What follows belongs to an exercise in optimizing a design on an open flow for small area, a short achievable clock period and few clock cycles per item; a production flow would make more cautious choices. Function was checked by simulation only, so behaviour that the tests miss may differ from the original. Power and IR drop assume default switching activity.

==> flow/design.v (outline; a module is shown in full before it is edited, if it fits) <==
// module biquad_stage: 2094 lines
// module bq_mul16: 445 lines
// module bq_mul17: 470 lines
// module bq_fa: 10 lines
// module bq_ha: 9 lines
// module biquad_chain: 160 lines
module biquad_chain (
    input  wire        clk,
    input  wire        rst,
    input  wire        cfg_we,
    input  wire [3:0]  cfg_addr,
    input  wire [17:0] cfg_data,
    input  wire        in_valid,
    output wire        in_ready,
    input  wire [15:0] in_l,
    input  wire [15:0] in_r,
    output wire        out_valid,
    input  wire        out_ready,
    output wire [15:0] out_l,
    output wire [15:0] out_r
);
  // ...
==> flow/flow/run.sh <==
#!/bin/bash
# The standard layout (standard.sh, unchanged synthesis), with ORFS's
# timing repair after CTS and global routing aiming for 15 ns of setup slack
# at the design's 22 ns clock, i.e. paths of at most about 7 ns. The clock
# period and the constraints are the design's own.
set -euo pipefail
bash standard.sh SETUP_SLACK_MARGIN=15 finish > standard_flow.log 2>&1
==> flow/standard.sh <==
#!/bin/bash
# synth_recipe.tcl (not shown) runs the flow's synth.tcl, then flattens the netlist and writes it again
# the make line also repeats each setting of config.mk as NAME=value (left out here)
make -C /OpenROAD-flow-scripts/flow DESIGN_CONFIG=/design/flow/config.mk WORK_HOME=/design/flow/orfs CLKGATE_MAP_FILE= SYNTH_SCRIPT=/design/flow/synth_recipe.tcl "${@:-finish}"
==> flow/config.mk <==
export PLATFORM = sky130hd
export DESIGN_NAME = biquad_chain
export DESIGN_NICKNAME = biquad_chain
export VERILOG_FILES = /design/flow/design.v
export SDC_FILE = /design/flow/constraint.sdc
export NUM_CORES = 4
export LEC_CHECK = 0
export ABC_AREA = 1
export CAP_MARGIN = 20
export CORE_MARGIN = 2
export CORE_UTILIZATION = 40
export SLEW_MARGIN = 20
export SYNTH_HIERARCHICAL = 1
==> flow/constraint.sdc <==
create_clock -name core_clock -period 22.0 [get_ports {clk}]
set_input_delay 4.4000 -clock core_clock [delete_from_list [all_inputs] [get_ports {clk}]]
set_output_delay 4.4000 -clock core_clock [all_outputs]
set_load 0.01 [all_outputs]
==> results_dict.tcl, run 1 <==
set metrics [dict create \
    max_slew_margin_pct 14.17 \
    multi_input_area_share_pct 72.16 \
    pg_clk_mw 2.53 \
    drv_cap 0 \
    cts.sinks 1052 \
    nClkBuffers 203 \
    path_cells "clkinvlp_4 -> nand2_1 -> a21boi_0 -> fa_1 -> fa_1 -> fa_1 -> fa_1 -> fa_1 -> fa_1 -> fa_1 -> ha_1 -> fa_1 -> nand2_1 -> a21oi_2" \
    top_layer "met5" \
    final_cell_mix "3747 x nand2_1, 2465 x xor2_1, 2383 x fa_1" \
    clk_latency_ns 0.91 \
    ys_warn_count 8 \
    totalWireLength_um 588000 \
    avgSynthCellArea_um2 8.380 \
    antenna_found_initial 34 \
    biggestCellCategory "multi-input gates" \
    wl_met3_um 59140 \
    cts_tree "built" \
    cp_num_buf_inv 1 \
    p_int_mw 12.44 \
    final_max_slew_viol_count 0 \
    met2_length_um 260900 \
    cts_htree_levels 4 \
    met1_usage_pct 37.06 \
    required_ns 22.84 \
    r2r-end "u_bq0.z1s[18]" \
    row_count 232 \
    seqCellArea_um2 24740 \
    seq_cells 1052 \
    cts_hold_buf 0 \
    fin_nets 21750 \
    critical_path_class "flop to flop" \
    slowest_delay_ns 0.76 \
    routedWlPerCell_um 24.37 \
    status "complete, no violations" \
    sh_seq_area_pct 14.11 \
    fin_skew_ns 0.05792 \
    crit_path_start "g_coef[1].r[1]" \
    hold_start "m3[1]" \
    drive_gt1_share_pct 10.02 \
    fin_area_um2 175300 \
    remaining_drc_errors 0 \
    rsz0062_at_grt "true" \
    met2_usage_pct 43.45 \
    finalCriticalPeriod_ns 6.919 \
    multi_input_area_um2 126500 \
]
Testbench counts, summed over its fixed seeds: cycles 16,496, items 16,384.
==> run 2: changes to the inputs <==
==> flow/flow/run.sh (replaced) <==
#!/bin/bash
# The standard layout (standard.sh, unchanged synthesis), with ORFS's
# timing repair after CTS and global routing aiming for 15.5 ns of setup slack
# at the design's 22 ns clock, i.e. paths of at most about 6.5 ns. The clock
# period and the constraints are the design's own.
set -euo pipefail
bash standard.sh SETUP_SLACK_MARGIN=15.5 finish > standard_flow.log 2>&1
--- a/flow/config.mk
+++ b/flow/config.mk
@@ -8,6 +8,6 @@
 export ABC_AREA = 1
 export CAP_MARGIN = 20
 export CORE_MARGIN = 2
-export CORE_UTILIZATION = 40
+export CORE_UTILIZATION = 50
 export SLEW_MARGIN = 20
 export SYNTH_HIERARCHICAL = 1
==> run 2 against run 1 <==
  * Now fails the layout checks on antenna violations
  * Die area fell by 20%
  * Flip-flop and latch count stayed put
  * Worst hold slack gained 0.0047 ns
  * Combinational power increased by 16%
  * Non-clock buffer count rose by 316
  * Synthesized area unchanged
  * Critical path depth increased by 15
  * Routed wire length rose by 2.4%
  * Clock power shrank 2%
  * Fmax up 1.3%
  * Register-to-register slack better by 0.09 ns
  * Largest cell class unchanged
==> results_dict.tcl, run 2 <==
set metrics [dict create \
    status "failed layout checks" \
    check-failures "antenna violations" \
    met1_usage_pct 48.58 \
    die_h_um 571.2 \
    detail-route-antenna-nets 2 \
    finalCritPeriodShare_pct 31.05 \
    via_per_inst 6.027 \
    largest_reg_flops 288 \
    overflow 0 \
    die_area_um2 326300 \
    coreArea_um2 320600 \
    die_width_um 571.2 \
    cp_common_cell "nand2_4" \
    clk_latency_ns 0.87 \
    fillers 29040 \
    gp_congestion 0.9431 \
    cts_max_path_buffers 4 \
    grt_pass1_wl_um 892100 \
    required_ns 22.78 \
    drv_cap 0 \
    grt_max_degree 101 \
    slowest_delay_ns 0.62 \
    dp_hpwl_um 408400 \
    start_util_pct 50.17 \
    cts_htree_levels 4 \
    fin_skew_ns 0.04424 \
    max_freq_ghz 0.1464 \
    ios 93 \
    syn_to_final_growth_pct 13.12 \
    row_count 208 \
    grt_pass1_vias 137200 \
    drt_iter0_drc 15630 \
    final_cell_mix "3605 x nand2_1, 2414 x xor2_1, 2175 x fa_1" \
    finalCriticalPeriod_ns 6.832 \
    regMostFlops "g_coef.r" \
    grt_busiest_layer "met2" \
    track_usage_pct 36.11 \
    worst_ep_arrival_time_ns 7.61 \
    final_max_slew_viol_count 0 \
    cts.sinks 1052 \
    synth_cells 19200 \
    num_vias 141800 \
    hold_violations 0 \
    cts_tree "built" \
    max_slew_margin_pct 23.63 \
    drt_pass1_iterations 8 \
    io_buffer_count 92 \
    worst-slew-pin-transition_ns 1.145 \
    cp_slowest_cell "fa_2" \
    numCtsBuffers 145 \
    remaining_drc_errors 0 \
    finalSetupViolCount 0 \
    crit_path_start_kind "flop" \
    drive_gt1_share_pct 15.33 \
    final_common_cell "nand2_1" \
    fin_setup_tns_ns 0 \
    p_total_mw 31.43 \
    max-vdd-ir-drop_mv 0.3157 \
    met2_usage_pct 54.11 \
    clkTransAtPathRegs_ns 0.06 \
    hold_path_class "flop to flop" \
    ys_warn_count 8 \
    fin_nets 22070 \
    avgSynthCellArea_um2 8.380 \
    critical_path_class "flop to flop" \
    power_leakage_nw 80.25 \
    power_density_nw_per_um2 172.7 \
    cts_root_buffer "clkbuf_16" \
    routedWlPerCell_um 25.59 \
    rsz0062_at_grt "true" \
    cp_max_fo 18 \
    totalWireLength_um 602300 \
    antenna_found_initial 32 \
    met3_usage_pct 8.473 \
    end_kind "flop" \
    netlist_area_um2 160900 \
]
==> run 2: what timing repair did <==
item | in CTS | in global routing
resized for setup | 1014 | 1062
buffers inserted | 310 | 195
hold buffers | 0 | 0
setup endpoints to repair | 499 | 385
gates cloned | 41 | 15
pin swaps | 206 | 407
==> run 2: cell type report <==
class | instances | area (µm²) | share of cell area (%)
Timing Repair inverter | 2 | 20.02 | 0.01100
Sequential cell | 1052 | 24750 | 13.60
Inverter | 1584 | 6728 | 3.697
Timing Repair Buffer | 933 | 9683 | 5.321
Antenna cell | 51 | 127.6 | 0.07013
Tap cell | 4305 | 5386 | 2.960
Clock buffer | 185 | 4043 | 2.222
Multi-Input combinational cell | 15350 | 130400 | 71.68
Clock inverter | 77 | 803.3 | 0.4414
==> run 2: path summary, 6_finish.rpt <==
path,slack [ns],cells past startpoint,to,start
max reg2reg,15.17,29,u_bq1.z1s[20],bxs1[12]
max,15.17,29,u_bq1.z1s[20],bxs1[12]
min reg2reg,0.42,0,m4[3],m3[3]
min,0.42,0,m4[3],m3[3]
==> run 2: critical path, delay by kind of cell, from the launching register on <==
family	cells	cell delay, ns
buffers and inverters	2	0.16
AND/OR/NAND/NOR	16	1.75
XOR/XNOR	1	0.29
AO/OA/AOI/OAI	2	0.40
flip-flops	1	0.41
adder cells (fa/ha/maj)	8	3.70
==> run 2: power by group <==
group          total (mW)  internal [mW]  switching [mW]
combinational        25.9           10.2            15.7
clock                2.47           1.43            1.04
sequential           3.03           2.64           0.389
==> run 2: through the flow <==
stage / setup WS [ns] / hold WS, ns / cells / util, % / cell area (µm²)
final: 15.17 / 0.4168 / 23540 / 56.76 / 182000
after floorplan: 15.51 / 0.4003 / 19230 / - / 161100
after CTS: 15.30 / 0.4164 / 23270 / 54.83 / 175800
after detailed placement: 13.36 / 0.4045 / 22660 / 50.91 / 163200
after global placement: 13.35 / 0.4011 / 22660 / 50.91 / 163200
after global routing: 14.99 / 0.4232 / 23490 / 56.72 / 181900
==> run 2: per-layer routing <==
layer	routed length, µm	part of all wire (%)	up-vias
met5	26	0.0043	-
met4	35900	6.0	4
met2	264200	44	8183
met1	236100	39	69810
li1	-	-	62090
met3	66050	11	1764

==> port drivers added, routing unchanged <==
The results above use ideal ports. As a check the final layouts listed here were re-extracted and re-timed, cells and wires unchanged. Step 1 sets driving cells, clkbuf_16 on the clock port and buf_2 on the other inputs (assumed; they add their load-dependent delay and slew). Step 2 adds t to the input delays and takes it off the output delays; t is the mean of the earliest and latest rising clock arrival at the registers after step 1. Input paths then give back, and output paths get back, about the clock's delay inside the block. Three values: no drivers, after step 1, after step 2; two values: the first two.
run	shift t [ns]	setup WS [ns]	hold WS [ns]	worst setup path after step 2	slew at the worst register clock pin (ns)
run 1	1.014	15.081 / 15.081 / 14.237	0.412 / 0.412 / 0.412	input to register	0.07 / 0.07
run 2	0.965	15.168 / 15.168 / 14.785	0.417 / 0.417 / 0.417	input to register	0.07 / 0.07
The setup slack of run 1, which loses most, moves by 0.000 ns with the drivers and by -0.844 ns with both steps.
